This design comes from an exercise in tuning for small area on the open sky130 flow, not from production work. Function was checked by simulation only, so behaviour that the tests miss may differ from the original. Power is estimated from default activity; no workload was simulated.

--- design.v ---
module sce (
    input  wire        clk,
    input  wire        rst,           
    input  wire        strobe,        
    input  wire        bus_valid,
    input  wire        bus_write,
    input  wire [7:0]  bus_addr,
    input  wire [31:0] bus_wdata,
    output wire        bus_ready,
    output reg  [31:0] bus_rdata,
    output reg         bus_err,
    input  wire        ready_in,
    input  wire        fault_in,
    output wire [7:0]  pwm_a,
    output wire [7:0]  pwm_b,
    output wire [7:0]  pwm_c,
    output wire        en_a,
    output wire        en_b,
    output wire        en_c,
    output wire        drv_reset,
    output wire        drv_sleep,
    output wire        led_success,
    output wire        led_fault
);
    localparam [23:0] M3000 = 24'hBB8000;    
    localparam [3:0] S_IDLE  = 4'd0,
                     S_ALIGN = 4'd1,
                     S_ADD   = 4'd2,
                     S_NORM  = 4'd3,
                     S_ROUND = 4'd4,
                     S_POST  = 4'd5,
                     S_FMOD  = 4'd6,
                     S_FIDX  = 4'd7,
                     S_FNORM = 4'd8,
                     S_PACK  = 4'd9,
                     S_IDX   = 4'd10,
                     S_LK0   = 4'd11,
                     S_LK1   = 4'd12,
                     S_LK2   = 4'd13;
    reg        arm, en_a_r, en_b_r, en_c_r, drv_reset_r, drv_sleep_r;
    reg        ind_success, ind_fault, halted;
    reg [31:0] speed;
    reg [31:0] phase;
    reg [7:0]  duty0, duty1, duty2;
    reg [3:0]  state;
    reg        h, g, rr;      
    reg        st;            
    reg        cy;            
    reg [7:0]  e;             
    reg [5:0]  jc;            
    reg [11:0] idx;           
    reg        sub;           
    reg        psm;           
    reg        op2;           
    reg        xneg;          
    reg        fm;            
    reg        negm;          
    wire busy = (state != S_IDLE);
    assign bus_ready = !busy && !strobe;
    wire acc     = bus_valid && bus_ready;
    wire wr_ctrl = acc && bus_write && (bus_addr == 8'h00);
    wire wr_spd  = acc && bus_write && (bus_addr == 8'h08);
    always @(*) begin
        bus_rdata = 32'd0;
        case (bus_addr)
            8'h00: bus_rdata = {24'd0, ind_fault, ind_success, drv_sleep_r, drv_reset_r,
                                en_c_r, en_b_r, en_a_r, arm};
            8'h04: bus_rdata = {29'd0, halted, fault_in, ready_in};
            8'h08: bus_rdata = speed;
            8'h0C: bus_rdata = phase;
            8'h10: bus_rdata = {24'd0, duty0};
            8'h14: bus_rdata = {24'd0, duty1};
            8'h18: bus_rdata = {24'd0, duty2};
            default: bus_rdata = 32'd0;
        endcase
        if (bus_write)
            bus_err = !(bus_addr == 8'h00 || bus_addr == 8'h08);
        else
            bus_err = !(bus_addr == 8'h00 || bus_addr == 8'h04 || bus_addr == 8'h08 ||
                        bus_addr == 8'h0C || bus_addr == 8'h10 || bus_addr == 8'h14 ||
                        bus_addr == 8'h18);
    end
    wire [7:0] exp_p = phase[30:23];
    wire [7:0] exp_s = speed[30:23];
    wire       hid_p = (exp_p != 8'd0);
    wire       hid_s = (exp_s != 8'd0);
    wire [7:0] ep1   = {exp_p[7:1], exp_p[0] | ~hid_p};
    wire [7:0] es1   = {exp_s[7:1], exp_s[0] | ~hid_s};
    wire       psm0  = (es1 >= ep1);
    wire       es_big = (exp_s >= 8'd164);    
    wire [7:0] target = op2 ? 8'd138 : (psm ? es1 : ep1);
    wire       fneg   = op2 & fm;     
    wire       speed_nonfinite = (exp_s == 8'hff);
    wire [31:0] sman = {8'd0, hid_s, speed[22:0]};
    wire       sbit = ~jc[5] & sman[jc[4:0]];
    wire       cbit = (jc < 6'd24) & M3000[jc[4:0]];
    wire       opb  = op2 ? cbit : sbit;
    wire s_idle  = (state == S_IDLE);
    wire s_align = (state == S_ALIGN);
    wire s_add   = (state == S_ADD);
    wire s_norm  = (state == S_NORM);
    wire s_round = (state == S_ROUND);
    wire s_post  = (state == S_POST);
    wire s_fmod  = (state == S_FMOD);
    wire s_fidx  = (state == S_FIDX);
    wire s_fnorm = (state == S_FNORM);
    wire s_pack  = (state == S_PACK);
    wire s_idx   = (state == S_IDX);
    wire go       = s_idle & strobe & arm & ~halted & ~speed_nonfinite;
    wire halt_now = s_idle & strobe & arm & ~halted & speed_nonfinite;
    wire fl       = (e[7:1] == 7'd0);         
    wire al_done  = s_align & (e == target);
    wire al_short = s_align & ~al_done & psm & ~op2 & es_big;
    wire al_cap   = s_align & ~al_done & ~al_short & (jc == 6'd26);
    wire al_step  = s_align & ~al_done & ~al_short & ~al_cap;
    wire add_end  = s_add & (e == 8'd25);
    wire nm_r     = s_norm & ~sub & cy;
    wire nm_l     = s_norm & ~nm_r & sub & ~h & ~fl & (jc != 6'd26);
    wire nm_done  = s_norm & ~nm_r & ~nm_l;
    wire rnd_end  = s_round & ((jc == 6'd25 & ~fm) | (jc == 6'd26));
    wire post_neg = s_post & negm;
    wire post_fm  = s_post & ~negm & fm;
    wire post_dir = s_post & ~negm & ~fm;
    wire post_op2 = post_dir & xneg & ~op2;
    wire fm_end   = s_fmod & (e == 8'd137);
    wire fm_step  = s_fmod & ~fm_end;
    wire fn_step  = s_fnorm & ~h & (e != 8'd114);
    wire ix_take  = s_idx & (e >= 8'd127);
    wire aa     = rr ^ (s_round ? negm : (sub & (fl | psm)));
    wire bb     = (s_add & ~fl) & (opb ^ (sub & ~psm));
    wire s_sum  = aa ^ bb ^ cy;
    wire co_sum = (aa & bb) | (cy & (aa ^ bb));
    wire rnd    = g & (rr | st | phase[0]);
    wire s_rnd  = (jc < 6'd2) ? 1'b0 : ((jc == 6'd26) ? cy : s_sum);
    wire shr    = (al_step & psm) | s_add | nm_r | s_round;
    wire shl    = nm_l | fm_step | fn_step | s_idx;
    wire clr    = al_short | (s_pack & is3000);
    wire shr_in = (s_add & s_sum) | (s_round & s_rnd) | nm_r;
    wire shl_in = s_idx ? h : g;
    wire [9:0] mt   = {h, phase[22:14]};
    wire [8:0] mres = (mt >= 10'd375) ? (mt - 10'd375) : mt[8:0];
    wire [8:0] topl = fm_step ? mres : mt[8:0];    
    wire is3000 = (e == 8'd138) & h & (phase[22:0] == M3000[22:0]);
    wire e_inc = al_step | (s_add & ~add_end) | nm_r | (post_dir & cy);
    wire e_dec = nm_l | fm_step | fn_step | ix_take;
    wire [7:0] e_pm = e + (e_dec ? 8'hff : 8'd1);
    function [6:0] qrom;
        input [9:0] j;
        begin
            case (j)
                10'd0: qrom = 7'd0;
                10'd1: qrom = 7'd0;
                10'd2: qrom = 7'd0;
                10'd3: qrom = 7'd0;
                10'd4: qrom = 7'd1;
                10'd5: qrom = 7'd1;
                10'd6: qrom = 7'd1;
                10'd7: qrom = 7'd1;
                10'd8: qrom = 7'd2;
                10'd9: qrom = 7'd2;
                10'd10: qrom = 7'd2;
                10'd11: qrom = 7'd2;
                10'd12: qrom = 7'd3;
                10'd13: qrom = 7'd3;
                10'd14: qrom = 7'd3;
                10'd15: qrom = 7'd4;
                10'd16: qrom = 7'd4;
                10'd17: qrom = 7'd4;
                10'd18: qrom = 7'd4;
                10'd19: qrom = 7'd5;
                10'd20: qrom = 7'd5;
                10'd21: qrom = 7'd5;
                10'd22: qrom = 7'd5;
                10'd23: qrom = 7'd6;
                10'd24: qrom = 7'd6;
                10'd25: qrom = 7'd6;
                10'd26: qrom = 7'd6;
                10'd27: qrom = 7'd7;
                10'd28: qrom = 7'd7;
                10'd29: qrom = 7'd7;
                10'd30: qrom = 7'd8;
                10'd31: qrom = 7'd8;
                10'd32: qrom = 7'd8;
                10'd33: qrom = 7'd8;
                10'd34: qrom = 7'd9;
                10'd35: qrom = 7'd9;
                10'd36: qrom = 7'd9;
                10'd37: qrom = 7'd9;
                10'd38: qrom = 7'd10;
                10'd39: qrom = 7'd10;
                10'd40: qrom = 7'd10;
                10'd41: qrom = 7'd10;
                10'd42: qrom = 7'd11;
                10'd43: qrom = 7'd11;
                10'd44: qrom = 7'd11;
                10'd45: qrom = 7'd11;
                10'd46: qrom = 7'd12;
                10'd47: qrom = 7'd12;
                10'd48: qrom = 7'd12;
                10'd49: qrom = 7'd13;
                10'd50: qrom = 7'd13;
                10'd51: qrom = 7'd13;
                10'd52: qrom = 7'd13;
                10'd53: qrom = 7'd14;
                10'd54: qrom = 7'd14;
                10'd55: qrom = 7'd14;
                10'd56: qrom = 7'd14;
                10'd57: qrom = 7'd15;
                10'd58: qrom = 7'd15;
                10'd59: qrom = 7'd15;
                10'd60: qrom = 7'd15;
                10'd61: qrom = 7'd16;
                10'd62: qrom = 7'd16;
                10'd63: qrom = 7'd16;
                10'd64: qrom = 7'd17;
                10'd65: qrom = 7'd17;
                10'd66: qrom = 7'd17;
                10'd67: qrom = 7'd17;
                10'd68: qrom = 7'd18;
                10'd69: qrom = 7'd18;
                10'd70: qrom = 7'd18;
                10'd71: qrom = 7'd18;
                10'd72: qrom = 7'd19;
                10'd73: qrom = 7'd19;
                10'd74: qrom = 7'd19;
                10'd75: qrom = 7'd19;
                10'd76: qrom = 7'd20;
                10'd77: qrom = 7'd20;
                10'd78: qrom = 7'd20;
                10'd79: qrom = 7'd20;
                10'd80: qrom = 7'd21;
                10'd81: qrom = 7'd21;
                10'd82: qrom = 7'd21;
                10'd83: qrom = 7'd22;
                10'd84: qrom = 7'd22;
                10'd85: qrom = 7'd22;
                10'd86: qrom = 7'd22;
                10'd87: qrom = 7'd23;
                10'd88: qrom = 7'd23;
                10'd89: qrom = 7'd23;
                10'd90: qrom = 7'd23;
                10'd91: qrom = 7'd24;
                10'd92: qrom = 7'd24;
                10'd93: qrom = 7'd24;
                10'd94: qrom = 7'd24;
                10'd95: qrom = 7'd25;
                10'd96: qrom = 7'd25;
                10'd97: qrom = 7'd25;
                10'd98: qrom = 7'd25;
                10'd99: qrom = 7'd26;
                10'd100: qrom = 7'd26;
                10'd101: qrom = 7'd26;
                10'd102: qrom = 7'd27;
                10'd103: qrom = 7'd27;
                10'd104: qrom = 7'd27;
                10'd105: qrom = 7'd27;
                10'd106: qrom = 7'd28;
                10'd107: qrom = 7'd28;
                10'd108: qrom = 7'd28;
                10'd109: qrom = 7'd28;
                10'd110: qrom = 7'd29;
                10'd111: qrom = 7'd29;
                10'd112: qrom = 7'd29;
                10'd113: qrom = 7'd29;
                10'd114: qrom = 7'd30;
                10'd115: qrom = 7'd30;
                10'd116: qrom = 7'd30;
                10'd117: qrom = 7'd30;
                10'd118: qrom = 7'd31;
                10'd119: qrom = 7'd31;
                10'd120: qrom = 7'd31;
                10'd121: qrom = 7'd31;
                10'd122: qrom = 7'd32;
                10'd123: qrom = 7'd32;
                10'd124: qrom = 7'd32;
                10'd125: qrom = 7'd32;
                10'd126: qrom = 7'd33;
                10'd127: qrom = 7'd33;
                10'd128: qrom = 7'd33;
                10'd129: qrom = 7'd34;
                10'd130: qrom = 7'd34;
                10'd131: qrom = 7'd34;
                10'd132: qrom = 7'd34;
                10'd133: qrom = 7'd35;
                10'd134: qrom = 7'd35;
                10'd135: qrom = 7'd35;
                10'd136: qrom = 7'd35;
                10'd137: qrom = 7'd36;
                10'd138: qrom = 7'd36;
                10'd139: qrom = 7'd36;
                10'd140: qrom = 7'd36;
                10'd141: qrom = 7'd37;
                10'd142: qrom = 7'd37;
                10'd143: qrom = 7'd37;
                10'd144: qrom = 7'd37;
                10'd145: qrom = 7'd38;
                10'd146: qrom = 7'd38;
                10'd147: qrom = 7'd38;
                10'd148: qrom = 7'd38;
                10'd149: qrom = 7'd39;
                10'd150: qrom = 7'd39;
                10'd151: qrom = 7'd39;
                10'd152: qrom = 7'd39;
                10'd153: qrom = 7'd40;
                10'd154: qrom = 7'd40;
                10'd155: qrom = 7'd40;
                10'd156: qrom = 7'd40;
                10'd157: qrom = 7'd41;
                10'd158: qrom = 7'd41;
                10'd159: qrom = 7'd41;
                10'd160: qrom = 7'd41;
                10'd161: qrom = 7'd42;
                10'd162: qrom = 7'd42;
                10'd163: qrom = 7'd42;
                10'd164: qrom = 7'd42;
                10'd165: qrom = 7'd43;
                10'd166: qrom = 7'd43;
                10'd167: qrom = 7'd43;
                10'd168: qrom = 7'd43;
                10'd169: qrom = 7'd44;
                10'd170: qrom = 7'd44;
                10'd171: qrom = 7'd44;
                10'd172: qrom = 7'd44;
                10'd173: qrom = 7'd45;
                10'd174: qrom = 7'd45;
                10'd175: qrom = 7'd45;
                10'd176: qrom = 7'd45;
                10'd177: qrom = 7'd46;
                10'd178: qrom = 7'd46;
                10'd179: qrom = 7'd46;
                10'd180: qrom = 7'd46;
                10'd181: qrom = 7'd47;
                10'd182: qrom = 7'd47;
                10'd183: qrom = 7'd47;
                10'd184: qrom = 7'd47;
                10'd185: qrom = 7'd48;
                10'd186: qrom = 7'd48;
                10'd187: qrom = 7'd48;
                10'd188: qrom = 7'd48;
                10'd189: qrom = 7'd49;
                10'd190: qrom = 7'd49;
                10'd191: qrom = 7'd49;
                10'd192: qrom = 7'd49;
                10'd193: qrom = 7'd50;
                10'd194: qrom = 7'd50;
                10'd195: qrom = 7'd50;
                10'd196: qrom = 7'd50;
                10'd197: qrom = 7'd51;
                10'd198: qrom = 7'd51;
                10'd199: qrom = 7'd51;
                10'd200: qrom = 7'd51;
                10'd201: qrom = 7'd52;
                10'd202: qrom = 7'd52;
                10'd203: qrom = 7'd52;
                10'd204: qrom = 7'd52;
                10'd205: qrom = 7'd53;
                10'd206: qrom = 7'd53;
                10'd207: qrom = 7'd53;
                10'd208: qrom = 7'd53;
                10'd209: qrom = 7'd54;
                10'd210: qrom = 7'd54;
                10'd211: qrom = 7'd54;
                10'd212: qrom = 7'd54;
                10'd213: qrom = 7'd55;
                10'd214: qrom = 7'd55;
                10'd215: qrom = 7'd55;
                10'd216: qrom = 7'd55;
                10'd217: qrom = 7'd55;
                10'd218: qrom = 7'd56;
                10'd219: qrom = 7'd56;
                10'd220: qrom = 7'd56;
                10'd221: qrom = 7'd56;
                10'd222: qrom = 7'd57;
                10'd223: qrom = 7'd57;
                10'd224: qrom = 7'd57;
                10'd225: qrom = 7'd57;
                10'd226: qrom = 7'd58;
                10'd227: qrom = 7'd58;
                10'd228: qrom = 7'd58;
                10'd229: qrom = 7'd58;
                10'd230: qrom = 7'd59;
                10'd231: qrom = 7'd59;
                10'd232: qrom = 7'd59;
                10'd233: qrom = 7'd59;
                10'd234: qrom = 7'd60;
                10'd235: qrom = 7'd60;
                10'd236: qrom = 7'd60;
                10'd237: qrom = 7'd60;
                10'd238: qrom = 7'd60;
                10'd239: qrom = 7'd61;
                10'd240: qrom = 7'd61;
                10'd241: qrom = 7'd61;
                10'd242: qrom = 7'd61;
                10'd243: qrom = 7'd62;
                10'd244: qrom = 7'd62;
                10'd245: qrom = 7'd62;
                10'd246: qrom = 7'd62;
                10'd247: qrom = 7'd63;
                10'd248: qrom = 7'd63;
                10'd249: qrom = 7'd63;
                10'd250: qrom = 7'd63;
                10'd251: qrom = 7'd63;
                10'd252: qrom = 7'd64;
                10'd253: qrom = 7'd64;
                10'd254: qrom = 7'd64;
                10'd255: qrom = 7'd64;
                10'd256: qrom = 7'd65;
                10'd257: qrom = 7'd65;
                10'd258: qrom = 7'd65;
                10'd259: qrom = 7'd65;
                10'd260: qrom = 7'd66;
                10'd261: qrom = 7'd66;
                10'd262: qrom = 7'd66;
                10'd263: qrom = 7'd66;
                10'd264: qrom = 7'd66;
                10'd265: qrom = 7'd67;
                10'd266: qrom = 7'd67;
                10'd267: qrom = 7'd67;
                10'd268: qrom = 7'd67;
                10'd269: qrom = 7'd68;
                10'd270: qrom = 7'd68;
                10'd271: qrom = 7'd68;
                10'd272: qrom = 7'd68;
                10'd273: qrom = 7'd68;
                10'd274: qrom = 7'd69;
                10'd275: qrom = 7'd69;
                10'd276: qrom = 7'd69;
                10'd277: qrom = 7'd69;
                10'd278: qrom = 7'd70;
                10'd279: qrom = 7'd70;
                10'd280: qrom = 7'd70;
                10'd281: qrom = 7'd70;
                10'd282: qrom = 7'd71;
                10'd283: qrom = 7'd71;
                10'd284: qrom = 7'd71;
                10'd285: qrom = 7'd71;
                10'd286: qrom = 7'd71;
                10'd287: qrom = 7'd72;
                10'd288: qrom = 7'd72;
                10'd289: qrom = 7'd72;
                10'd290: qrom = 7'd72;
                10'd291: qrom = 7'd72;
                10'd292: qrom = 7'd73;
                10'd293: qrom = 7'd73;
                10'd294: qrom = 7'd73;
                10'd295: qrom = 7'd73;
                10'd296: qrom = 7'd74;
                10'd297: qrom = 7'd74;
                10'd298: qrom = 7'd74;
                10'd299: qrom = 7'd74;
                10'd300: qrom = 7'd74;
                10'd301: qrom = 7'd75;
                10'd302: qrom = 7'd75;
                10'd303: qrom = 7'd75;
                10'd304: qrom = 7'd75;
                10'd305: qrom = 7'd76;
                10'd306: qrom = 7'd76;
                10'd307: qrom = 7'd76;
                10'd308: qrom = 7'd76;
                10'd309: qrom = 7'd76;
                10'd310: qrom = 7'd77;
                10'd311: qrom = 7'd77;
                10'd312: qrom = 7'd77;
                10'd313: qrom = 7'd77;
                10'd314: qrom = 7'd77;
                10'd315: qrom = 7'd78;
                10'd316: qrom = 7'd78;
                10'd317: qrom = 7'd78;
                10'd318: qrom = 7'd78;
                10'd319: qrom = 7'd78;
                10'd320: qrom = 7'd79;
                10'd321: qrom = 7'd79;
                10'd322: qrom = 7'd79;
                10'd323: qrom = 7'd79;
                10'd324: qrom = 7'd80;
                10'd325: qrom = 7'd80;
                10'd326: qrom = 7'd80;
                10'd327: qrom = 7'd80;
                10'd328: qrom = 7'd80;
                10'd329: qrom = 7'd81;
                10'd330: qrom = 7'd81;
                10'd331: qrom = 7'd81;
                10'd332: qrom = 7'd81;
                10'd333: qrom = 7'd81;
                10'd334: qrom = 7'd82;
                10'd335: qrom = 7'd82;
                10'd336: qrom = 7'd82;
                10'd337: qrom = 7'd82;
                10'd338: qrom = 7'd82;
                10'd339: qrom = 7'd83;
                10'd340: qrom = 7'd83;
                10'd341: qrom = 7'd83;
                10'd342: qrom = 7'd83;
                10'd343: qrom = 7'd83;
                10'd344: qrom = 7'd84;
                10'd345: qrom = 7'd84;
                10'd346: qrom = 7'd84;
                10'd347: qrom = 7'd84;
                10'd348: qrom = 7'd84;
                10'd349: qrom = 7'd85;
                10'd350: qrom = 7'd85;
                10'd351: qrom = 7'd85;
                10'd352: qrom = 7'd85;
                10'd353: qrom = 7'd85;
                10'd354: qrom = 7'd86;
                10'd355: qrom = 7'd86;
                10'd356: qrom = 7'd86;
                10'd357: qrom = 7'd86;
                10'd358: qrom = 7'd86;
                10'd359: qrom = 7'd87;
                10'd360: qrom = 7'd87;
                10'd361: qrom = 7'd87;
                10'd362: qrom = 7'd87;
                10'd363: qrom = 7'd87;
                10'd364: qrom = 7'd88;
                10'd365: qrom = 7'd88;
                10'd366: qrom = 7'd88;
                10'd367: qrom = 7'd88;
                10'd368: qrom = 7'd88;
                10'd369: qrom = 7'd89;
                10'd370: qrom = 7'd89;
                10'd371: qrom = 7'd89;
                10'd372: qrom = 7'd89;
                10'd373: qrom = 7'd89;
                10'd374: qrom = 7'd89;
                10'd375: qrom = 7'd90;
                10'd376: qrom = 7'd90;
                10'd377: qrom = 7'd90;
                10'd378: qrom = 7'd90;
                10'd379: qrom = 7'd90;
                10'd380: qrom = 7'd91;
                10'd381: qrom = 7'd91;
                10'd382: qrom = 7'd91;
                10'd383: qrom = 7'd91;
                10'd384: qrom = 7'd91;
                10'd385: qrom = 7'd92;
                10'd386: qrom = 7'd92;
                10'd387: qrom = 7'd92;
                10'd388: qrom = 7'd92;
                10'd389: qrom = 7'd92;
                10'd390: qrom = 7'd92;
                10'd391: qrom = 7'd93;
                10'd392: qrom = 7'd93;
                10'd393: qrom = 7'd93;
                10'd394: qrom = 7'd93;
                10'd395: qrom = 7'd93;
                10'd396: qrom = 7'd94;
                10'd397: qrom = 7'd94;
                10'd398: qrom = 7'd94;
                10'd399: qrom = 7'd94;
                10'd400: qrom = 7'd94;
                10'd401: qrom = 7'd94;
                10'd402: qrom = 7'd95;
                10'd403: qrom = 7'd95;
                10'd404: qrom = 7'd95;
                10'd405: qrom = 7'd95;
                10'd406: qrom = 7'd95;
                10'd407: qrom = 7'd95;
                10'd408: qrom = 7'd96;
                10'd409: qrom = 7'd96;
                10'd410: qrom = 7'd96;
                10'd411: qrom = 7'd96;
                10'd412: qrom = 7'd96;
                10'd413: qrom = 7'd97;
                10'd414: qrom = 7'd97;
                10'd415: qrom = 7'd97;
                10'd416: qrom = 7'd97;
                10'd417: qrom = 7'd97;
                10'd418: qrom = 7'd97;
                10'd419: qrom = 7'd98;
                10'd420: qrom = 7'd98;
                10'd421: qrom = 7'd98;
                10'd422: qrom = 7'd98;
                10'd423: qrom = 7'd98;
                10'd424: qrom = 7'd98;
                10'd425: qrom = 7'd99;
                10'd426: qrom = 7'd99;
                10'd427: qrom = 7'd99;
                10'd428: qrom = 7'd99;
                10'd429: qrom = 7'd99;
                10'd430: qrom = 7'd99;
                10'd431: qrom = 7'd100;
                10'd432: qrom = 7'd100;
                10'd433: qrom = 7'd100;
                10'd434: qrom = 7'd100;
                10'd435: qrom = 7'd100;
                10'd436: qrom = 7'd100;
                10'd437: qrom = 7'd101;
                10'd438: qrom = 7'd101;
                10'd439: qrom = 7'd101;
                10'd440: qrom = 7'd101;
                10'd441: qrom = 7'd101;
                10'd442: qrom = 7'd101;
                10'd443: qrom = 7'd102;
                10'd444: qrom = 7'd102;
                10'd445: qrom = 7'd102;
                10'd446: qrom = 7'd102;
                10'd447: qrom = 7'd102;
                10'd448: qrom = 7'd102;
                10'd449: qrom = 7'd102;
                10'd450: qrom = 7'd103;
                10'd451: qrom = 7'd103;
                10'd452: qrom = 7'd103;
                10'd453: qrom = 7'd103;
                10'd454: qrom = 7'd103;
                10'd455: qrom = 7'd103;
                10'd456: qrom = 7'd104;
                10'd457: qrom = 7'd104;
                10'd458: qrom = 7'd104;
                10'd459: qrom = 7'd104;
                10'd460: qrom = 7'd104;
                10'd461: qrom = 7'd104;
                10'd462: qrom = 7'd105;
                10'd463: qrom = 7'd105;
                10'd464: qrom = 7'd105;
                10'd465: qrom = 7'd105;
                10'd466: qrom = 7'd105;
                10'd467: qrom = 7'd105;
                10'd468: qrom = 7'd105;
                10'd469: qrom = 7'd106;
                10'd470: qrom = 7'd106;
                10'd471: qrom = 7'd106;
                10'd472: qrom = 7'd106;
                10'd473: qrom = 7'd106;
                10'd474: qrom = 7'd106;
                10'd475: qrom = 7'd106;
                10'd476: qrom = 7'd107;
                10'd477: qrom = 7'd107;
                10'd478: qrom = 7'd107;
                10'd479: qrom = 7'd107;
                10'd480: qrom = 7'd107;
                10'd481: qrom = 7'd107;
                10'd482: qrom = 7'd107;
                10'd483: qrom = 7'd108;
                10'd484: qrom = 7'd108;
                10'd485: qrom = 7'd108;
                10'd486: qrom = 7'd108;
                10'd487: qrom = 7'd108;
                10'd488: qrom = 7'd108;
                10'd489: qrom = 7'd108;
                10'd490: qrom = 7'd109;
                10'd491: qrom = 7'd109;
                10'd492: qrom = 7'd109;
                10'd493: qrom = 7'd109;
                10'd494: qrom = 7'd109;
                10'd495: qrom = 7'd109;
                10'd496: qrom = 7'd109;
                10'd497: qrom = 7'd110;
                10'd498: qrom = 7'd110;
                10'd499: qrom = 7'd110;
                10'd500: qrom = 7'd110;
                10'd501: qrom = 7'd110;
                10'd502: qrom = 7'd110;
                10'd503: qrom = 7'd110;
                10'd504: qrom = 7'd110;
                10'd505: qrom = 7'd111;
                10'd506: qrom = 7'd111;
                10'd507: qrom = 7'd111;
                10'd508: qrom = 7'd111;
                10'd509: qrom = 7'd111;
                10'd510: qrom = 7'd111;
                10'd511: qrom = 7'd111;
                10'd512: qrom = 7'd111;
                10'd513: qrom = 7'd112;
                10'd514: qrom = 7'd112;
                10'd515: qrom = 7'd112;
                10'd516: qrom = 7'd112;
                10'd517: qrom = 7'd112;
                10'd518: qrom = 7'd112;
                10'd519: qrom = 7'd112;
                10'd520: qrom = 7'd112;
                10'd521: qrom = 7'd113;
                10'd522: qrom = 7'd113;
                10'd523: qrom = 7'd113;
                10'd524: qrom = 7'd113;
                10'd525: qrom = 7'd113;
                10'd526: qrom = 7'd113;
                10'd527: qrom = 7'd113;
                10'd528: qrom = 7'd113;
                10'd529: qrom = 7'd114;
                10'd530: qrom = 7'd114;
                10'd531: qrom = 7'd114;
                10'd532: qrom = 7'd114;
                10'd533: qrom = 7'd114;
                10'd534: qrom = 7'd114;
                10'd535: qrom = 7'd114;
                10'd536: qrom = 7'd114;
                10'd537: qrom = 7'd115;
                10'd538: qrom = 7'd115;
                10'd539: qrom = 7'd115;
                10'd540: qrom = 7'd115;
                10'd541: qrom = 7'd115;
                10'd542: qrom = 7'd115;
                10'd543: qrom = 7'd115;
                10'd544: qrom = 7'd115;
                10'd545: qrom = 7'd115;
                10'd546: qrom = 7'd116;
                10'd547: qrom = 7'd116;
                10'd548: qrom = 7'd116;
                10'd549: qrom = 7'd116;
                10'd550: qrom = 7'd116;
                10'd551: qrom = 7'd116;
                10'd552: qrom = 7'd116;
                10'd553: qrom = 7'd116;
                10'd554: qrom = 7'd116;
                10'd555: qrom = 7'd117;
                10'd556: qrom = 7'd117;
                10'd557: qrom = 7'd117;
                10'd558: qrom = 7'd117;
                10'd559: qrom = 7'd117;
                10'd560: qrom = 7'd117;
                10'd561: qrom = 7'd117;
                10'd562: qrom = 7'd117;
                10'd563: qrom = 7'd117;
                10'd564: qrom = 7'd117;
                10'd565: qrom = 7'd118;
                10'd566: qrom = 7'd118;
                10'd567: qrom = 7'd118;
                10'd568: qrom = 7'd118;
                10'd569: qrom = 7'd118;
                10'd570: qrom = 7'd118;
                10'd571: qrom = 7'd118;
                10'd572: qrom = 7'd118;
                10'd573: qrom = 7'd118;
                10'd574: qrom = 7'd118;
                10'd575: qrom = 7'd119;
                10'd576: qrom = 7'd119;
                10'd577: qrom = 7'd119;
                10'd578: qrom = 7'd119;
                10'd579: qrom = 7'd119;
                10'd580: qrom = 7'd119;
                10'd581: qrom = 7'd119;
                10'd582: qrom = 7'd119;
                10'd583: qrom = 7'd119;
                10'd584: qrom = 7'd119;
                10'd585: qrom = 7'd119;
                10'd586: qrom = 7'd120;
                10'd587: qrom = 7'd120;
                10'd588: qrom = 7'd120;
                10'd589: qrom = 7'd120;
                10'd590: qrom = 7'd120;
                10'd591: qrom = 7'd120;
                10'd592: qrom = 7'd120;
                10'd593: qrom = 7'd120;
                10'd594: qrom = 7'd120;
                10'd595: qrom = 7'd120;
                10'd596: qrom = 7'd120;
                10'd597: qrom = 7'd121;
                10'd598: qrom = 7'd121;
                10'd599: qrom = 7'd121;
                10'd600: qrom = 7'd121;
                10'd601: qrom = 7'd121;
                10'd602: qrom = 7'd121;
                10'd603: qrom = 7'd121;
                10'd604: qrom = 7'd121;
                10'd605: qrom = 7'd121;
                10'd606: qrom = 7'd121;
                10'd607: qrom = 7'd121;
                10'd608: qrom = 7'd121;
                10'd609: qrom = 7'd121;
                10'd610: qrom = 7'd122;
                10'd611: qrom = 7'd122;
                10'd612: qrom = 7'd122;
                10'd613: qrom = 7'd122;
                10'd614: qrom = 7'd122;
                10'd615: qrom = 7'd122;
                10'd616: qrom = 7'd122;
                10'd617: qrom = 7'd122;
                10'd618: qrom = 7'd122;
                10'd619: qrom = 7'd122;
                10'd620: qrom = 7'd122;
                10'd621: qrom = 7'd122;
                10'd622: qrom = 7'd122;
                10'd623: qrom = 7'd123;
                10'd624: qrom = 7'd123;
                10'd625: qrom = 7'd123;
                10'd626: qrom = 7'd123;
                10'd627: qrom = 7'd123;
                10'd628: qrom = 7'd123;
                10'd629: qrom = 7'd123;
                10'd630: qrom = 7'd123;
                10'd631: qrom = 7'd123;
                10'd632: qrom = 7'd123;
                10'd633: qrom = 7'd123;
                10'd634: qrom = 7'd123;
                10'd635: qrom = 7'd123;
                10'd636: qrom = 7'd123;
                10'd637: qrom = 7'd123;
                10'd638: qrom = 7'd124;
                10'd639: qrom = 7'd124;
                10'd640: qrom = 7'd124;
                10'd641: qrom = 7'd124;
                10'd642: qrom = 7'd124;
                10'd643: qrom = 7'd124;
                10'd644: qrom = 7'd124;
                10'd645: qrom = 7'd124;
                10'd646: qrom = 7'd124;
                10'd647: qrom = 7'd124;
                10'd648: qrom = 7'd124;
                10'd649: qrom = 7'd124;
                10'd650: qrom = 7'd124;
                10'd651: qrom = 7'd124;
                10'd652: qrom = 7'd124;
                10'd653: qrom = 7'd124;
                10'd654: qrom = 7'd124;
                10'd655: qrom = 7'd124;
                10'd656: qrom = 7'd125;
                10'd657: qrom = 7'd125;
                10'd658: qrom = 7'd125;
                10'd659: qrom = 7'd125;
                10'd660: qrom = 7'd125;
                10'd661: qrom = 7'd125;
                10'd662: qrom = 7'd125;
                10'd663: qrom = 7'd125;
                10'd664: qrom = 7'd125;
                10'd665: qrom = 7'd125;
                10'd666: qrom = 7'd125;
                10'd667: qrom = 7'd125;
                10'd668: qrom = 7'd125;
                10'd669: qrom = 7'd125;
                10'd670: qrom = 7'd125;
                10'd671: qrom = 7'd125;
                10'd672: qrom = 7'd125;
                10'd673: qrom = 7'd125;
                10'd674: qrom = 7'd125;
                10'd675: qrom = 7'd125;
                10'd676: qrom = 7'd125;
                10'd677: qrom = 7'd126;
                10'd678: qrom = 7'd126;
                10'd679: qrom = 7'd126;
                10'd680: qrom = 7'd126;
                10'd681: qrom = 7'd126;
                10'd682: qrom = 7'd126;
                10'd683: qrom = 7'd126;
                10'd684: qrom = 7'd126;
                10'd685: qrom = 7'd126;
                10'd686: qrom = 7'd126;
                10'd687: qrom = 7'd126;
                10'd688: qrom = 7'd126;
                10'd689: qrom = 7'd126;
                10'd690: qrom = 7'd126;
                10'd691: qrom = 7'd126;
                10'd692: qrom = 7'd126;
                10'd693: qrom = 7'd126;
                10'd694: qrom = 7'd126;
                10'd695: qrom = 7'd126;
                10'd696: qrom = 7'd126;
                10'd697: qrom = 7'd126;
                10'd698: qrom = 7'd126;
                10'd699: qrom = 7'd126;
                10'd700: qrom = 7'd126;
                10'd701: qrom = 7'd126;
                10'd702: qrom = 7'd126;
                10'd703: qrom = 7'd126;
                10'd704: qrom = 7'd126;
                10'd705: qrom = 7'd126;
                10'd706: qrom = 7'd126;
                10'd707: qrom = 7'd126;
                10'd708: qrom = 7'd127;
                10'd709: qrom = 7'd127;
                10'd710: qrom = 7'd127;
                10'd711: qrom = 7'd127;
                10'd712: qrom = 7'd127;
                10'd713: qrom = 7'd127;
                10'd714: qrom = 7'd127;
                10'd715: qrom = 7'd127;
                10'd716: qrom = 7'd127;
                10'd717: qrom = 7'd127;
                10'd718: qrom = 7'd127;
                10'd719: qrom = 7'd127;
                10'd720: qrom = 7'd127;
                10'd721: qrom = 7'd127;
                10'd722: qrom = 7'd127;
                10'd723: qrom = 7'd127;
                10'd724: qrom = 7'd127;
                10'd725: qrom = 7'd127;
                10'd726: qrom = 7'd127;
                10'd727: qrom = 7'd127;
                10'd728: qrom = 7'd127;
                10'd729: qrom = 7'd127;
                10'd730: qrom = 7'd127;
                10'd731: qrom = 7'd127;
                10'd732: qrom = 7'd127;
                10'd733: qrom = 7'd127;
                10'd734: qrom = 7'd127;
                10'd735: qrom = 7'd127;
                10'd736: qrom = 7'd127;
                10'd737: qrom = 7'd127;
                10'd738: qrom = 7'd127;
                10'd739: qrom = 7'd127;
                10'd740: qrom = 7'd127;
                10'd741: qrom = 7'd127;
                10'd742: qrom = 7'd127;
                10'd743: qrom = 7'd127;
                10'd744: qrom = 7'd127;
                10'd745: qrom = 7'd127;
                10'd746: qrom = 7'd127;
                10'd747: qrom = 7'd127;
                10'd748: qrom = 7'd127;
                10'd749: qrom = 7'd127;
                10'd750: qrom = 7'd127;
                default: qrom = 7'd0;
            endcase
        end
    endfunction
    wire        ic1  = (idx >= 12'd751);
    wire        ic2  = (idx >= 12'd1500);
    wire        ic3  = (idx >= 12'd2251);
    wire        ineg = ic1 ^ ic2 ^ ic3;
    wire [11:0] ik   = ic3 ? 12'd3000 : (ic2 ? 12'd2596 : (ic1 ? 12'd1500 : 12'd0));
    wire [11:0] ij   = (idx ^ {12{ineg}}) + ik + {11'd0, ineg};
    wire [6:0]  iv   = qrom(ij[9:0]);
    wire        ijz  = (ij[9:0] == 10'd0);
    wire [7:0]  tval = ic2 ? (ijz ? 8'h80 : {1'b0, ~iv}) : {1'b1, iv};
    wire [11:0] idxn = idx + ((idx >= 12'd2000) ? 12'd2096 : 12'd1000);
    reg [3:0] state_n;
    always @(*) begin
        state_n = state;
        case (state)
            S_IDLE:  if (go) state_n = S_ALIGN;
            S_ALIGN: if (al_done) state_n = S_ADD;
            S_ADD:   if (add_end) state_n = fneg ? S_FIDX : ((sub & ~co_sum) ? S_ROUND : S_NORM);
            S_NORM:  if (nm_done) state_n = S_ROUND;
            S_ROUND: if (rnd_end) state_n = S_POST;
            S_POST:  state_n = negm ? S_NORM : (fm ? S_FMOD : ((xneg & ~op2) ? S_ALIGN : S_PACK));
            S_FMOD:  if (fm_end) state_n = xneg ? S_ALIGN : S_FIDX;
            S_FIDX:  state_n = S_FNORM;
            S_FNORM: if (!fn_step) state_n = S_PACK;
            S_PACK:  state_n = fm ? S_LK0 : S_IDX;
            S_IDX:   if (jc == 6'd23) state_n = S_LK0;
            S_LK0:   state_n = S_LK1;
            S_LK1:   state_n = S_LK2;
            default: state_n = S_IDLE;
        endcase
    end
    always @(posedge clk) begin
        if (rst) begin
            arm         <= 1'b0;
            en_a_r      <= 1'b0;
            en_b_r      <= 1'b0;
            en_c_r      <= 1'b0;
            drv_reset_r <= 1'b0;
            drv_sleep_r <= 1'b0;
            ind_success <= 1'b0;
            ind_fault   <= 1'b0;
            halted      <= 1'b0;
            speed       <= 32'd0;
            duty0       <= 8'd0;
            duty1       <= 8'd0;
            duty2       <= 8'd0;
            state       <= S_IDLE;
        end else begin
            state <= state_n;
            if (wr_ctrl) begin
                if (!halted) begin
                    arm    <= bus_wdata[0];
                    en_a_r <= bus_wdata[1];
                    en_b_r <= bus_wdata[2];
                    en_c_r <= bus_wdata[3];
                end else begin
                    arm    <= 1'b0;
                    en_a_r <= 1'b0;
                    en_b_r <= 1'b0;
                    en_c_r <= 1'b0;
                end
                drv_reset_r <= bus_wdata[4];
                drv_sleep_r <= bus_wdata[5];
                ind_success <= bus_wdata[6];
                if (bus_wdata[7])
                    ind_fault <= 1'b1;
            end
            if (wr_spd)
                speed <= bus_wdata;
            if (halt_now) begin
                halted <= 1'b1;
                arm    <= 1'b0;
                en_a_r <= 1'b0;
                en_b_r <= 1'b0;
                en_c_r <= 1'b0;
            end
            if (go && fault_in)
                ind_fault <= 1'b1;
            if (state == S_LK0) duty0 <= tval;
            if (state == S_LK1) duty1 <= tval;
            if (state == S_LK2) duty2 <= tval;
        end
    end
    always @(posedge clk) begin
        if (rst || clr) begin
            phase[22:0] <= 23'd0;
        end else if (shr) begin
            phase[22:0] <= {h, phase[22:1]};
        end else if (shl) begin
            phase[22:0] <= {topl[7:0], phase[13:0], shl_in};
        end
        if (rst || (s_pack && is3000)) begin
            phase[31:23] <= 9'd0;
        end else if (s_pack) begin
            phase[31:23] <= {1'b0, h ? e[7:0] : 8'd0};
        end
    end
    always @(posedge clk) begin
        if (go)
            h <= hid_p;
        else if (clr)
            h <= 1'b0;
        else if (shr)
            h <= shr_in;
        else if (shl)
            h <= topl[8];
        else if (post_dir && cy)
            h <= 1'b1;
        if (go || clr) begin
            g  <= 1'b0;
            rr <= 1'b0;
        end else if (shr) begin
            g  <= phase[0];
            rr <= g;
        end else if (shl) begin
            g  <= rr;
            rr <= 1'b0;
        end else if (al_step) begin      
            g  <= sbit;
            rr <= g;
        end
        if (go || clr || post_op2 || fm_end)
            st <= 1'b0;
        else if (al_step || nm_r)
            st <= st | rr;
        if (al_done)
            cy <= sub & ~st;
        else if (s_add)
            cy <= co_sum;
        else if (nm_r)
            cy <= 1'b0;
        else if (s_round && jc == 6'd0)
            cy <= negm | rnd;
        else if (s_round && jc >= 6'd2)
            cy <= aa & cy;
        if (go)
            e <= psm0 ? ep1 : es1;
        else if (al_done)
            e <= 8'd0;
        else if (al_short || al_cap || add_end)
            e <= target;
        else if (s_fidx || (fm_end && xneg))
            e <= 8'd138;
        else if (e_inc || e_dec)
            e <= e_pm;
        if (go || (al_done && psm) || add_end || nm_done || post_neg || post_op2 || s_pack)
            jc <= 6'd0;
        else if (al_step || (s_add && !fl) || nm_l || s_round || s_idx)
            jc <= jc + 6'd1;
        if (s_fidx)
            idx <= {h, phase[22:12]};
        else if (s_pack && !fm)
            idx <= 12'd0;
        else if (ix_take)
            idx <= {idx[10:0], h};
        else if (state == S_LK0 || state == S_LK1)
            idx <= idxn;
        if (go) begin
            sub  <= speed[31];
            psm  <= psm0;
            xneg <= psm0 & speed[31];
            op2  <= 1'b0;
            negm <= 1'b0;
            fm   <= 1'b0;
        end
        if (add_end && !fneg && sub && !co_sum) begin
            negm <= 1'b1;
            xneg <= ~xneg;
        end
        if (post_neg)
            negm <= 1'b0;
        if (nm_done)
            fm <= ~op2 & (e >= 8'd138);
        if (post_op2 || (fm_end && xneg)) begin
            op2  <= 1'b1;
            psm  <= 1'b1;
            sub  <= 1'b1;
            xneg <= 1'b0;
        end
    end
    assign pwm_a       = duty0;
    assign pwm_b       = duty1;
    assign pwm_c       = duty2;
    assign en_a        = en_a_r;
    assign en_b        = en_b_r;
    assign en_c        = en_c_r;
    assign drv_reset   = drv_reset_r;
    assign drv_sleep   = drv_sleep_r;
    assign led_success = ind_success;
    assign led_fault   = ind_fault;
endmodule
--- flow/run.sh ---
#!/bin/bash
# Own layout flow: the standard flow (standard.sh, ORFS from synthesis to
# the final layout) with two changes on make's command line:
#   SYNTH_SCRIPT       flow/area_synth.tcl: the standard synthesis with
#                      Yosys's default ABC mapping (see that file);
#   BUFFER_PORTS_ARGS  the port buffers that ORFS puts on every input and
#                      output are sky130_fd_sc_hd__buf_1 cells;
#   CTS_ARGS           clock tree buffers from CTS_BUF (below), sinks
#                      clustered by CTS_CLUSTER, no dummy loads.
# Everything else (floorplan, tap cells, power grid, placement, CTS,
# routing, the settings in config.mk) is the standard flow's. make's output
# goes to flow.log here; each ORFS step logs under orfs/logs/.
set -euo pipefail
cd "$(dirname "${BASH_SOURCE[0]}")/.."
work=$PWD
CTS_BUF=${CTS_BUF:-sky130_fd_sc_hd__clkbuf_8}
CTS_CLUSTER=${CTS_CLUSTER:-}
CTS_ROOT=${CTS_ROOT:-}
cts="-sink_clustering_enable -repair_clock_nets -buf_list $CTS_BUF -dont_use_dummy_load"
if [[ -n $CTS_ROOT ]]; then cts="$cts -root_buf $CTS_ROOT"; fi
if [[ -n $CTS_CLUSTER ]]; then cts="$cts -sink_clustering_size $CTS_CLUSTER"; fi
grep -q 'SYNTH_SCRIPT=' standard.sh
sed -e "s#SYNTH_SCRIPT=[^ ]*#SYNTH_SCRIPT=$work/flow/area_synth.tcl 'BUFFER_PORTS_ARGS=-buffer_cell sky130_fd_sc_hd__buf_1' 'CTS_ARGS=$cts'#" \
    standard.sh > own_standard.sh
bash own_standard.sh finish > flow.log 2>&1
test -s out/final.def
--- flow/abc_map.script ---
strash; &get -n; &fraig -x; &put; dc2; strash; &get -n; &dch -f; &nf -R 1000 -C 32 -p; &put
--- flow/area_synth.tcl ---
# The standard synthesis (synth_recipe.tcl in the work folder, sourced
# unchanged) with two differences in how the combinational logic is mapped:
#  - ABC runs flow/abc_map.script (Yosys's default ABC script for liberty
#    libraries, with an area-leaning &nf) instead of ORFS's
#    abc_speed.script with its buffering and up-sizing;
#  - ADDER_MAP_FILE is cleared, so adders are not extracted into
#    half/full-adder cells but left to ABC as plain logic.
# The flip-flops are mapped by dfflibmap, which neither change touches, so
# every register keeps the name and cell type the standard synthesis gives.
proc abc {args} {
  foreach opt {-script -D -constr} {
    set i [lsearch -exact $args $opt]
    if { $i >= 0 } {
      set args [lreplace $args $i [expr {$i + 1}]]
    }
  }
  log_cmd yosys abc -script $::area_synth_abc_script {*}$args
}
set ::area_synth_abc_script [file join [file dirname [file normalize [info script]]] abc_map.script]
set ::env(ADDER_MAP_FILE) ""
source [file join [file dirname [file dirname [file normalize [info script]]]] synth_recipe.tcl]
--- standard.sh ---
#!/bin/bash
# synth_recipe.tcl (not shown) runs the flow's synth.tcl, then flattens the netlist and writes it again
# the make line also repeats each setting of config.mk as NAME=value (left out here)
make -C /OpenROAD-flow-scripts/flow DESIGN_CONFIG=/design/flow/config.mk WORK_HOME=/design/flow/orfs CLKGATE_MAP_FILE= SYNTH_SCRIPT=/design/flow/synth_recipe.tcl "${@:-finish}"
--- config.mk ---
export PLATFORM = sky130hd
export DESIGN_NAME = sce
export DESIGN_NICKNAME = sce
export VERILOG_FILES = /design/flow/design.v
export SDC_FILE = /design/flow/constraint.sdc
export NUM_CORES = 4
export LEC_CHECK = 0
export CAP_MARGIN = 0
export CORE_MARGIN = 2
export CORE_UTILIZATION = 40
export SLEW_MARGIN = 0
export SYNTH_MEMORY_MAX_BITS = 32768
--- constraint.sdc ---
create_clock -name core_clock -period 18.0 [get_ports {clk}]
set_input_delay 3.6000 -clock core_clock [delete_from_list [all_inputs] [get_ports {clk}]]
set_output_delay 3.6000 -clock core_clock [all_outputs]
set_load 0.01 [all_outputs]
==> run_results.csv <==
group,metric,value,unit
outcome,status,"complete, no violations",
cells_and_area,multiInputGateArea,6101,µm²
power_and_ir_drop,clkPwrFrac,0.195,
power_and_ir_drop,switching_power,0.3887,mW
worst_hold_path,worstHoldStart,"speed[20]",
cells_and_area,diodes,0,
logic_synthesis,synth_cell_type_count,60,
global_routing,grt_pass1_wl,52900,µm
setup_path,startpoint,"bus_addr[5]",
drt,ant_nets,0,
floorplanning,die_w,155.0,µm
drt,via_per_inst,6.257,
logic_synthesis,netlist_area,9125,µm²
logic_synthesis,synthCells,1226,
floorplanning,io_pins,112,
drt,vias,10400,
placement,place_congestion,0.9656,
timing,fin_skew,0.03645,ns
global_routing,grtUsageTotal,0.2758,
floorplanning,die_height,155.0,µm
global_routing,grt.overflow.total,0,
timing,hold_violations,0,
logic_synthesis,yosys_register_bits,137,
placement,io_buffer_count,111,
clocking,cts_max_level,4,
clocking,ctsResizeCount,0,
cells_and_area,final_cell_mix,"206 x nand2_1, 144 x a21oi_1, 142 x nor2_1",
logic_synthesis,yosysSeqAreaShare,0.3258,
clocking,cts_tree,"yes",
logic_synthesis,synth_enable_flop_cells,23,
timing,rsz0062_at_grt,"false",
cells_and_area,regArea,2973,µm²
timing,whs,0.4830,ns
setup_path,cp.arrival,5.93,ns
setup_path,crit_end,"bus_rdata[28]",
power_and_ir_drop,combinationalPowerShare,0.338,
clocking,ctsHoldBuffers,0,
logic_synthesis,synth.avg_cell_area,7.443,µm²
logic_synthesis,yosysWarnings,1,
cells_and_area,fillers,2329,
setup_path,cp_max_fo,19,
setup_path,rr_endpoint,"duty1[2]",
drt,first_pass_iters,6,
cells_and_area,nNetsFinal,1426,
clocking,clk_latency,0.45,ns
timing,setup_tns,0,ns
global_routing,antenna_found_initial,0,
floorplanning,initial_utilization,0.4055,
power_and_ir_drop,power.internal,0.5648,mW
power_and_ir_drop,leakage,3.462,nW
cells_and_area,layout-drive-gt1-share,0.03486,
setup_path,cp.required,14.40,ns
cells_and_area,area_growth,13.25,%
timing,drv_slew,0,
global_routing,grt_max_degree,68,
timing,min_period_over_period,0.5297,
timing,clock.fmax,104.9,MHz
floorplanning,dieArea,24040,µm²
drt,wl,33560,µm
power_and_ir_drop,p_per_area,92.27,nW/µm²
setup_path,worstSetupPathType,"in2out",
timing,setup_viol,0,
drt,dr.first_iter.drc_count,1113,
setup_path,setup.worst_path.start_class,"input port",
setup_path,reg2reg_depth,20,
clocking,cts.sinks,137,
power_and_ir_drop,p_sw_frac,0.4077,
setup_path,crit_path_end_kind,"output port",
timing,fin_crit,9.534,ns
global_routing,grt_pass1_vias,9374,
logic_synthesis,synthesis.nets,1273,
timing,tightest_slew,1.229,ns
clocking,clk_pin_slew,0.07,ns
drt,post_drt_wl_per_cell,20.19,µm
logic_synthesis,synth-async-reset-ratio,0,
power_and_ir_drop,pwr-share-seq,0.467,
floorplanning,rows,55,
power_and_ir_drop,vdd_ir_drop_max,0.04719,mV
drt,drc,0,
clocking,clockBufferDepth,2,
setup_path,regToRegSetupSlack,11.37,ns
clocking,ctsRootBufferMaster,"clkbuf_8",
logic_synthesis,synth_flop_cell,"dfxtp_1",
clocking,cts_made_buffers,17,
job,max_cap_viol_count,0,
clocking,post_cts_buffers,0,
floorplanning,coreArea,22500,µm²
setup_path,r2r_start,"idx[8]",
cells_and_area,final_common_cell,"nand2_1",
worst_hold_path,min_path_type,"reg2reg",
placement,hpwl,24840,µm
timing,max_slew_margin,0.1779,
==> logic make-up after synthesis <==
kind of cell    after synthesis  synth area share
fa+ha+maj                     2          0.002194
flops                       137            0.3258
simple gates                523            0.2578
xor+xnor                     51           0.04895
compound gates              471            0.3307
mux                          21           0.02591
buf+inv                      21          0.008639
==> Yosys cell counts, types with 23 or more instances <==
master | number | share of area
dfxtp_1 | 114 | 0.25
o21ai_0 | 100 | 0.055
nand2_1 | 206 | 0.085
nand3_1 | 27 | 0.015
a211oi_1 | 44 | 0.036
edfxtp_1 | 23 | 0.076
nor3_1 | 42 | 0.023
a22o_1 | 30 | 0.029
xor2_1 | 24 | 0.023
a21oi_1 | 144 | 0.079
xnor2_1 | 27 | 0.026
nor2_1 | 142 | 0.058
==> sequential cells by signal, indices dropped and copies added, names as in the netlist, 9 cells and up <==
| register | cells |
|---|---|
| mt | 9 |
| idx | 12 |
| speed | 32 |
| phase | 14 |
==> stage by stage <==
step,instance area (µm²),utilization,total power [mW],setup WS (ns),std cells
floorplan,9125,-,0.6535,7.733,1226
global placement,10100,0.4488,0.7670,8.539,1645
detailed placement,10100,0.4488,0.7671,8.539,1645
CTS,10330,0.4592,0.9536,8.526,1662
global route,10330,0.4592,1.017,8.331,1662
finish,10330,0.4592,0.9535,8.466,1662
==> critical path, cell delays in order <==
cell and delay (ns):
buf_1 0.08, or4_1 0.63, nor3_2 0.83, buf_4 0.41
a22o_1 0.20, buf_1 0.16
==> power groups by stage <==
stage	Clock [mW]	Sequential, mW	Combinational, mW
floorplan	0	0.417	0.236
finish	0.186	0.445	0.322
detailed placement	0	0.450	0.317
global placement	0	0.451	0.316
CTS	0.191	0.444	0.319
global route	0.204	0.453	0.361
==> worst min path at each step <==
stage / endpoint / slack, ns / cells after the start
floorplan: speed[4] / 0.44 / 2
global placement: speed[20] / 0.48 / 2
detailed placement: speed[20] / 0.48 / 2
CTS: speed[20] / 0.49 / 2
global route: speed[5] / 0.54 / 2
finish: speed[20] / 0.48 / 2
==> area by class of cell <==
type,instances,area share
clock buffer,17,0.02264
inverter,21,0.007628
multi-input combinational,1068,0.5904
sequential,137,0.2877
tap,285,0.03451
timing repair buffer,134,0.05715
==> routing by layer <==
layer | up-vias | wire (µm) | GRT usage
li1 | 4989 | - | -
met1 | 4860 | 14450 | 0.3762
met2 | 492 | 15960 | 0.4571
met3 | 58 | 2373 | 0.03705
met4 | 0 | 774 | 0.07981
met5 | - | 0 | 0

what the ideal ports hide:
In the flow no input, the clock included, has a driving cell. The finished layout below was timed again as built, in two steps. Step 1, drivers: a clkbuf_16 drives clk and a buf_2 each remaining input, both assumed. Step 2 moves the port delays by t, midway between the first and last clock arrival at a register: inputs arrive t later, outputs are due t later. That takes back most of the time a late clock gives input paths. a / b / c = no drivers / after step 1 / after step 2; a / b = the first two.
t, ns: 0.474
setup slack, ns: 8.466 / 8.444 / 8.444
slew at the worst register clock pin (ns): 0.08 / 0.08
After both steps this run still meets setup and hold. The setup slack of this run moves by -0.022 ns with the drivers and by -0.022 ns with both steps.
